This design comes from an exercise in tuning for small area, a short achievable clock period and few clock cycles on the open sky130 flow, not from production work. Function was checked by simulation only, so behaviour that the tests miss may differ from the original.

==> build 31 <==
## crypto_modarith
module crypto_modarith (
    input  wire        clk,
    input  wire        rst,
    input  wire        start,
    input  wire [31:0] cmd,
    input  wire [31:0] op0,
    input  wire [31:0] op1,
    input  wire [31:0] op2,
    output reg         busy,
    output reg         done,
    output reg  [7:0]  err,
    output reg  [31:0] res0,
    output reg  [31:0] res1,
    output reg  [31:0] res2
);
    localparam [7:0] E_OK          = 8'h00;
    localparam [7:0] E_NONINV_EXP  = 8'h03;
    localparam [7:0] E_NONINV      = 8'h04;
    localparam [7:0] E_BAD_MODULUS = 8'h05;
    localparam [7:0] E_NEG_EXP     = 8'h06;
    localparam [7:0] E_RANGE       = 8'h09;
    localparam [7:0] E_ILLEGAL     = 8'h0A;
    localparam [1:0] C_ILL = 2'd0, C_MI = 2'd1, C_MP = 2'd2, C_KG = 2'd3;
    localparam [4:0] S_IDLE  = 5'd0,
                     S_DEC   = 5'd1,
                     S_SETUP = 5'd2,    
                     S_EU    = 5'd3,    
                     S_EFIN  = 5'd4,
                     S_MPINI = 5'd5,    
                     S_NORM  = 5'd6,    
                     S_P3N   = 5'd7,    
                     S_MPST  = 5'd8,    
                     S_CONV2 = 5'd9,    
                     S_CONV1 = 5'd10,   
                     S_MPFIN = 5'd11,   
                     S_KN    = 5'd12,   
                     S_KPH1  = 5'd13,   
                     S_KPH2  = 5'd14,   
                     S_KPH3  = 5'd15,   
                     S_KCHK  = 5'd16,   
                     S_SETUP2 = 5'd17;
    reg  [4:0]  state;
    reg  [1:0]  ctype;
    reg  [32:0] ra;       
  ...
clock: 15.0 ns
lec_check: 0
cap_margin: 20
core_margin: 2
core_utilization: 40
place_density: 0.6
slew_margin: 20
run.sh (not shown) runs the stock make flow with config.mk's settings and CLKGATE_MAP_FILE= SYNTH_SCRIPT=/design/flow/synth_recipe.tcl, a recipe that flattens the netlist after the stock synthesis.
==> build 47 (differences from build 31) <==
--- a/flow/design.v
+++ b/flow/design.v
@@ -32,51 +32,50 @@
                      S_MPST  = 5'd8,    
                      S_CONV2 = 5'd9,    
                      S_CONV1 = 5'd10,   
                      S_MPFIN = 5'd11,   
                      S_KN    = 5'd12,   
                      S_KPH1  = 5'd13,   
                      S_KPH2  = 5'd14,   
                      S_KPH3  = 5'd15,   
-                     S_KCHK  = 5'd16,   
-                     S_SETUP2 = 5'd17;
+                     S_KCHK  = 5'd16;   
     reg  [4:0]  state;
     reg  [1:0]  ctype;
     reg  [32:0] ra;       
     reg  [32:0] rb;       
     reg  [32:0] rc;       
     reg  [35:0] rd;       
     reg  [35:0] c1;       
     reg  [35:0] re;       
     reg  [35:0] c2;       
     reg  [30:0] mm;       
     reg  [4:0]  z;        
     reg  [5:0]  t1;       
     reg  [5:0]  cnt;      
     reg  [2:0]  xb;       
     reg  [2:0]  xb1;      
-    reg  [3:0]  cmode;    
+    reg  [1:0]  cmode;    
     reg         kz;       
-    reg         st_mp;    
     reg  [2:0]  mq1;      
     reg  [2:0]  mq2;      
     reg         top0;     
     reg         neg;      
     reg         ovf;      
     reg         negstep;  
     wire [31:0] r0 = ra[31:0];
     wire [31:0] dv = rb[31:0];
     wire [33:0] p_diff = {2'b00, r0} - {1'b0, dv, 1'b0};    
     wire [32:0] q_diff = {1'b0, r0} - {1'b0, dv};           
     wire [32:0] x_diff = rc - rd[32:0];                    
     wire        align  = ~p_diff[33];
     wire        ge     = ~q_diff[32];
     wire [31:0] r0n    = ge ? q_diff[31:0] : r0;
     wire [32:0] x0n    = ge ? x_diff : rc;
+    wire [32:0] ra_abs = ra[32] ? (33'd0 - ra) : ra;
     wire [31:0] fin    = rc[32] ? (rc[31:0] + {1'b0, mm}) : rc[31:0];
     wire [35:0] nq1 = {5'b00000, mm};
     wire [35:0] nq2 = {4'b0000, mm, 1'b0};
     wire [35:0] nq3 = {3'b000, rb};
     wire [9:0] tk1 = {4'b0000, t1};
     wire [9:0] tk2 = {3'b000, t1, 1'b0};
     wire [9:0] tk3 = tk1 + tk2;
     wire [9:0] tk4 = {2'b00, t1, 2'b00};
@@ -123,88 +122,71 @@
             d2 = ps + pc + ~th[19:10] + 10'd1;
             d3 = ps + pc + ~th[29:20] + 10'd1;
             g1 = ~d1[9];
             g2 = ~d2[9];
             g3 = ~d3[9];
             qpick = {g3, g2 & ~g3, g1 & ~g2};
         end
     endfunction
-    function [2:0] qpick4;
-        input [9:0]  u;
-        input [9:0]  v;
-        input [9:0]  w;
-        input [9:0]  z;
-        input [29:0] th;
-        reg   [9:0]  ps, pc, d1, d2, d3;
-        reg          g1, g2, g3;
-        begin
-            ps = u ^ v ^ w;
-            pc = {((u[8:0] & v[8:0]) | (u[8:0] & w[8:0]) | (v[8:0] & w[8:0])), 1'b0};
-            d1 = ps + pc + z + ~th[9:0] + 10'd1;
-            d2 = ps + pc + z + ~th[19:10] + 10'd1;
-            d3 = ps + pc + z + ~th[29:20] + 10'd1;
-            g1 = ~d1[9];
-            g2 = ~d2[9];
-            g3 = ~d3[9];
-            qpick4 = {g3, g2 & ~g3, g1 & ~g2};
-        end
-    endfunction
     function [74:0] mcycle;
         input [35:0] s;
         input [35:0] c;
         input [2:0]  q1;
         input [2:0]  x;        
         input [30:0] y;
         reg   [35:0] y1, y2, y3, s1, c1, s2, c2, s3, c3, s4, c4;
         reg   [2:0]  q2, q3, q30, q31, q32, q33;
         begin
             y1 = x[2] ? {5'b00000, y} : 36'd0;
             y2 = x[1] ? {5'b00000, y} : 36'd0;
             y3 = x[0] ? {5'b00000, y} : 36'd0;
             {s1, c1} = csa({s[34:0], 1'b0}, {c[34:0], 1'b0}, y1, 1'b0);
             {s2, c2} = csa(s1, c1, ~qmul(q1), 1'b1);
-            q2 = qpick4(s[33:24], c[33:24], y1[34:25], y2[35:26], tsel(q1));
+            q2 = qpick(s1[34:25], c1[34:25], y2[35:26], tsel(q1));
             {s3, c3} = csa({s2[34:0], 1'b0}, {c2[34:0], 1'b0}, y2, 1'b0);
             {s4, c4} = csa(s3, c3, ~qmul(q2), 1'b1);
             q30 = qpick(s3[34:25], c3[34:25], y3[35:26], tsel(3'b000));
             q31 = qpick(s3[34:25], c3[34:25], y3[35:26], tsel(3'b001));
             q32 = qpick(s3[34:25], c3[34:25], y3[35:26], tsel(3'b010));
             q33 = qpick(s3[34:25], c3[34:25], y3[35:26], tsel(3'b100));
             q3  = q2[2] ? q33 : q2[1] ? q32 : q2[0] ? q31 : q30;
             mcycle = {s4, c4, q3};
         end
     endfunction
     wire [74:0] m1 = mcycle(rd, c1, mq1, xb1, res0[30:0]);
     wire [74:0] m2 = mcycle(re, c2, mq2, xb, ra[30:0]);
-    wire [34:0] ca = ({35{cmode[0] | cmode[3]}} & rd[34:0]) |
-                     ({35{cmode[1]}} & re[34:0]) |
-                     ({35{cmode[2]}} & {rd[33:0], 1'b0});
-    wire [34:0] cb = ({35{cmode[0]}} & c1[34:0]) |
-                     ({35{cmode[1]}} & c2[34:0]) |
-                     ({35{cmode[2] & xb[0]}} & ({rb[32], rb[32], rb} ^ {35{negstep}})) |
-                     ({35{cmode[3] & ~kz}} & ~{rb[32], rb[32], rb});
-    wire        cin = (cmode[2] & xb[0] & negstep) | cmode[3];
+    reg  [34:0] ca, cb;
+    reg         cin;
+    always @(*) begin
+        case (cmode)
+            2'd0: begin ca = rd[34:0];          cb = c1[34:0]; cin = 1'b0; end
+            2'd1: begin ca = re[34:0];          cb = c2[34:0]; cin = 1'b0; end
+            2'd2: begin
+                ca  = {rd[33:0], 1'b0};
+                cb  = xb[0] ? ({rb[32], rb[32], rb} ^ {35{negstep}}) : 35'd0;
+                cin = xb[0] & negstep;
+            end
+            default: begin
+                ca  = rd[34:0];
+                cb  = kz ? 35'd0 : ~{rb[32], rb[32], rb};
+                cin = 1'b1;
+            end
+        endcase
+    end
     wire [34:0] cv   = ca + cb + {34'd0, cin};
     wire [32:0] cw   = ca[32:0] + cb[32:0] - {2'b00, mm};
     wire [30:0] cres = cw[32] ? cv[30:0] : cw[30:0];
     wire        cv_fits = (cv[34:31] == 4'b0000) || (cv[34:31] == 4'b1111);
     wire [5:0]  cnt_m1  = cnt - 6'd1;
     wire [5:0]  cnt_m2  = cnt - 6'd2;
     wire [5:0]  cnt_m3  = cnt - 6'd3;
     wire [5:0]  cnt_m4  = cnt - 6'd4;
     wire [63:0] ra_ext  = {31'd0, ra};
     wire [31:0] cres_ext = {1'b0, cres};
-    wire        skip_ok = (z <= 5'd27);
-    wire [2:0]  b_bits  = z[0] ? {ra[30], ra[29], ra[28]} : {1'b0, ra[30], ra[29]};
-    wire [2:0]  b_bits2 = z[0] ? {ra[28], ra[27], ra[26]} : {ra[29], ra[28], ra[27]};
-    wire        b_skip  = skip_ok & (b_bits[2:1] == 2'b00);
-    wire [2:0]  c_bits  = top0 ? {cres[30], cres[29], cres[28]} : {1'b0, cres[30], cres[29]};
-    wire [2:0]  c_bits2 = top0 ? {cres[28], cres[27], cres[26]} : {cres[29], cres[28], cres[27]};
-    wire        c_skip  = skip_ok & (c_bits[2:1] == 2'b00);
     always @(posedge clk) begin
         begin
             case (state)
                 S_IDLE: begin
                     if (start) begin
                         busy  <= 1'b1;
                         done  <= 1'b0;
                         state <= S_DEC;
@@ -238,49 +220,38 @@
                                 mm    <= rc[30:0];
                                 rc    <= rb;
                                 state <= S_SETUP;
                             end
                         end
                         C_KG: begin
                             rd      <= 36'd0;
                             ovf     <= 1'b0;
-                            if (ra[32:16] == {17{ra[16]}}) begin
-                                cnt   <= 6'd16;
-                                xb[0] <= ra[16];
-                            end else begin
-                                cnt   <= 6'd32;
-                                xb[0] <= ra[32];
-                            end
+                            cnt     <= 6'd32;
+                            xb[0]   <= ra[32];
                             negstep <= 1'b1;
-                            cmode   <= 4'b0100;
+                            cmode   <= 2'd2;
                             state   <= S_KN;
                         end
                         default: begin
                             err   <= E_ILLEGAL;
                             busy  <= 1'b0;
                             done  <= 1'b1;
                             state <= S_IDLE;
                         end
                     endcase
                 end
                 S_SETUP: begin
-                    ra  <= 33'd0;
-                    rb  <= ra;
+                    ra  <= ra_abs;
                     neg <= ra[32];
-                    state <= S_SETUP2;
-                end
-                S_SETUP2: begin
-                    if (neg) ra <= {1'b0, q_diff[31:0]};
-                    else     ra <= rb;
                     rb  <= {2'b00, mm};
                     rd  <= 36'd0;
                     cnt <= 6'd0;
                     if (ctype != C_MP)
-                        rc <= neg ? {33{1'b1}} : 33'd1;
+                        rc <= ra[32] ? {33{1'b1}} : 33'd1;
                     state <= S_EU;
                 end
                 S_EU: begin
                     if (align) begin
                         rb  <= {rb[31:0], 1'b0};
                         rd  <= {rd[34:0], 1'b0};
                         cnt <= cnt + 6'd1;
                     end else if (cnt != 6'd0) begin
@@ -333,89 +304,75 @@
                         mm   <= {mm[29:0], 1'b0};
                         ra   <= {ra[31:0], 1'b0};
                         res0 <= {res0[30:0], 1'b0};
                         z    <= z + 5'd1;
                     end else begin
                         rd    <= {4'b0000, mm};
                         c1    <= {3'b000, mm, 1'b0};
                         t1    <= {1'b0, mm[30:26]} + {5'd0, |mm[25:0]};
-                        cmode <= 4'b0001;
+                        cmode <= 2'd0;
                         state <= S_P3N;
                     end
                 end
                 S_P3N: begin
                     rb    <= cv[32:0];
                     rd    <= 36'd0;
                     c1    <= 36'd0;
                     re    <= 36'd0;
                     c2    <= 36'd0;
                     top0  <= z[0];
-                    if (b_skip) begin
-                        cnt   <= z[0] ? 6'd28 : 6'd29;
-                        xb    <= b_bits2;
-                        xb1   <= b_bits2 & {3{rc[0]}};
-                    end else begin
-                        cnt   <= z[0] ? 6'd30 : 6'd31;
-                        xb    <= b_bits;
-                        xb1   <= b_bits & {3{rc[0]}};
-                    end
+                    cnt   <= z[0] ? 6'd30 : 6'd31;
+                    xb    <= z[0] ? {ra[30], ra[29], ra[28]} : {1'b0, ra[30], ra[29]};
+                    xb1   <= (z[0] ? {ra[30], ra[29], ra[28]} : {1'b0, ra[30], ra[29]}) & {3{rc[0]}};
                     mq1   <= 3'b000;
                     mq2   <= 3'b000;
                     if (rc == 33'd0) state <= S_MPFIN;
-                    else begin
-                        st_mp <= 1'b1;
-                        state <= S_MPST;
-                    end
+                    else             state <= S_MPST;
                 end
                 S_MPST: begin
+                    rd  <= m1[74:39];
+                    c1  <= m1[38:3];
+                    mq1 <= m1[2:0];
+                    re  <= m2[74:39];
+                    c2  <= m2[38:3];
+                    mq2 <= m2[2:0];
                     cnt <= cnt_m2;
                     xb  <= {ra_ext[cnt_m2], ra_ext[cnt_m3], ra_ext[cnt_m4]};
                     xb1 <= {ra_ext[cnt_m2], ra_ext[cnt_m3], ra_ext[cnt_m4]} & {3{rc[0]}};
                     if (cnt_m1[4:0] == z) begin
-                        st_mp <= 1'b0;
                         state <= S_CONV2;
-                        cmode <= 4'b0010;
+                        cmode <= 2'd1;
                     end
                 end
                 S_CONV2: begin
-                    cmode <= 4'b0001;
+                    cmode <= 2'd0;
                     ra    <= {2'b00, cres};
                     rc    <= {1'b0, rc[32:1]};
                     re    <= 36'd0;
                     c2    <= 36'd0;
-                    if (c_skip) begin
-                        cnt   <= top0 ? 6'd28 : 6'd29;
-                        xb    <= c_bits2;
-                        xb1   <= c_bits2 & {3{rc[1]}};
-                    end else begin
-                        cnt   <= top0 ? 6'd30 : 6'd31;
-                        xb    <= c_bits;
-                        xb1   <= c_bits & {3{rc[1]}};
-                    end
+                    cnt   <= top0 ? 6'd30 : 6'd31;
+                    xb    <= top0 ? {cres[30], cres[29], cres[28]} : {1'b0, cres[30], cres[29]};
+                    xb1   <= (top0 ? {cres[30], cres[29], cres[28]} : {1'b0, cres[30], cres[29]}) & {3{rc[1]}};
                     mq1   <= 3'b000;
                     mq2   <= 3'b000;
                     if (rc[0]) begin
                         state <= S_CONV1;
                     end else begin
                         rd    <= 36'd0;
                         c1    <= 36'd0;
-                        st_mp <= 1'b1;
                         state <= S_MPST;
                     end
                 end
                 S_CONV1: begin
                     res0 <= {1'b0, cres};
                     rd   <= 36'd0;
                     c1   <= 36'd0;
                     if (rc == 33'd0) state <= S_MPFIN;
-                    else begin
-                        st_mp <= 1'b1;
-                        state <= S_MPST;
-                    end
+                    else             state <= S_MPST;
                 end
                 S_MPFIN: begin
                     if (z != 5'd0) begin
                         res0 <= {1'b0, res0[31:1]};
                         z    <= z - 5'd1;
                     end else begin
                         err   <= E_OK;
                         busy  <= 1'b0;
@@ -426,17 +383,17 @@
                 S_KN: begin
                     rd      <= cv;
                     negstep <= 1'b0;
                     if (!cv_fits) ovf <= 1'b1;
                     cnt     <= cnt_m1;
                     xb[0]   <= ra_ext[cnt_m1];
                     if (cnt == 6'd0) begin
                         re    <= cv;
-                        cmode <= 4'b1000;
+                        cmode <= 2'd3;
                         kz    <= 1'b0;
                         state <= S_KPH1;
                     end
                 end
                 S_KPH1: begin
                     rd    <= cv;       
                     rb    <= ra;
                     state <= S_KPH2;
@@ -474,27 +431,18 @@
         if (!busy) begin
             ra <= {op0[31], op0};
             rb <= {op1[31], op1};
             rc <= {op2[31], op2};
             ctype <= (cmd == 32'h0000_0001) ? C_MI :
                      (cmd == 32'h0000_0002) ? C_MP :
                      (cmd == 32'h0000_0009) ? C_KG : C_ILL;
         end
-        if (st_mp) begin
-            rd  <= m1[74:39];
-            c1  <= m1[38:3];
-            mq1 <= m1[2:0];
-            re  <= m2[74:39];
-            c2  <= m2[38:3];
-            mq2 <= m2[2:0];
-        end
         if (rst) begin
             state <= S_IDLE;
-            st_mp <= 1'b0;
             busy  <= 1'b0;
             done  <= 1'b0;
             err   <= E_OK;
             res0  <= 32'd0;
             res1  <= 32'd0;
             res2  <= 32'd0;
         end
     end
==> build 35 (differences from build 31) <==
Settings changed: PLACE_DENSITY 0.6 to 0.7.
==> qor summary <==
Number of sinks driven by the clock tree: build 47 415; build 35 418; build 31 418
Footprint of the multi-input gates: build 47 0.04044 mm²; build 35 0.03980 mm²; build 31 0.03980 mm²
Number of clock buffer instances in the layout: build 47 78; build 35 78; build 31 73
Die Wd: build 47 377.4 µm; build 35 375.7 µm; build 31 375.7 µm
Outcome: build 47 finished clean; build 35 finished clean; build 31 finished clean
Endpoint of the worst register-to-register path: build 47 xb[0]$_DFFE_PP_; build 35 rd[13]$_DFFE_PP_; build 31 rd[19]$_DFFE_PP_
Hold endpoint: build 47 res2[7]$_SDFFE_PP0P_; build 35 res2[5]$_SDFFE_PP0P_; build 31 res2[8]$_SDFFE_PP0P_
Met2 routing resource usage after global routing: build 47 0.6482; build 35 0.6307; build 31 0.6342
DRT iter0 DRCs: build 47 10.02k; build 35 11.01k; build 31 10.26k
Count of antenna diodes in the layout: build 47 21; build 35 16; build 31 24
Number of different library cells in the post-synthesis netlist: build 47 101; build 35 97; build 31 97
Testbench counts of build 31, summed over its fixed seeds: cycles 53,462.
Testbench counts of build 47, summed over its fixed seeds: cycles 55,643.
Testbench counts of build 35, summed over its fixed seeds: cycles 53,462.

separate check: timing with driven ports:
Ports are ideal in the flow. The routed layouts listed here were re-timed in OpenROAD.
Step 1: set_driving_cell puts a clkbuf_16 on clk and a buf_2 on each other input, an assumption about the parent block.
Step 2 adds t to the input delays and takes it off the output delays; t is the mean of the earliest and latest rising clock arrival at the registers after step 1. Input paths then give back, and output paths get back, about the clock's delay inside the block.
Slacks: ideal / step 1 / step 2; pairs: ideal / step 1.
run	t (ns)	setup WS [ns]	clock arrival spread, ns	worst slew at a driven data input, ns	cell pins on the clock port's net
build 31	0.806	7.345 / 7.345 / 7.345	0.034 / 0.034	0.11	1
build 47	0.799	6.623 / 6.623 / 6.623	0.048 / 0.048	0.12	1
build 35	0.816	7.149 / 7.149 / 7.149	0.074 / 0.074	0.09	1
After both steps setup and hold are still met in every run listed.
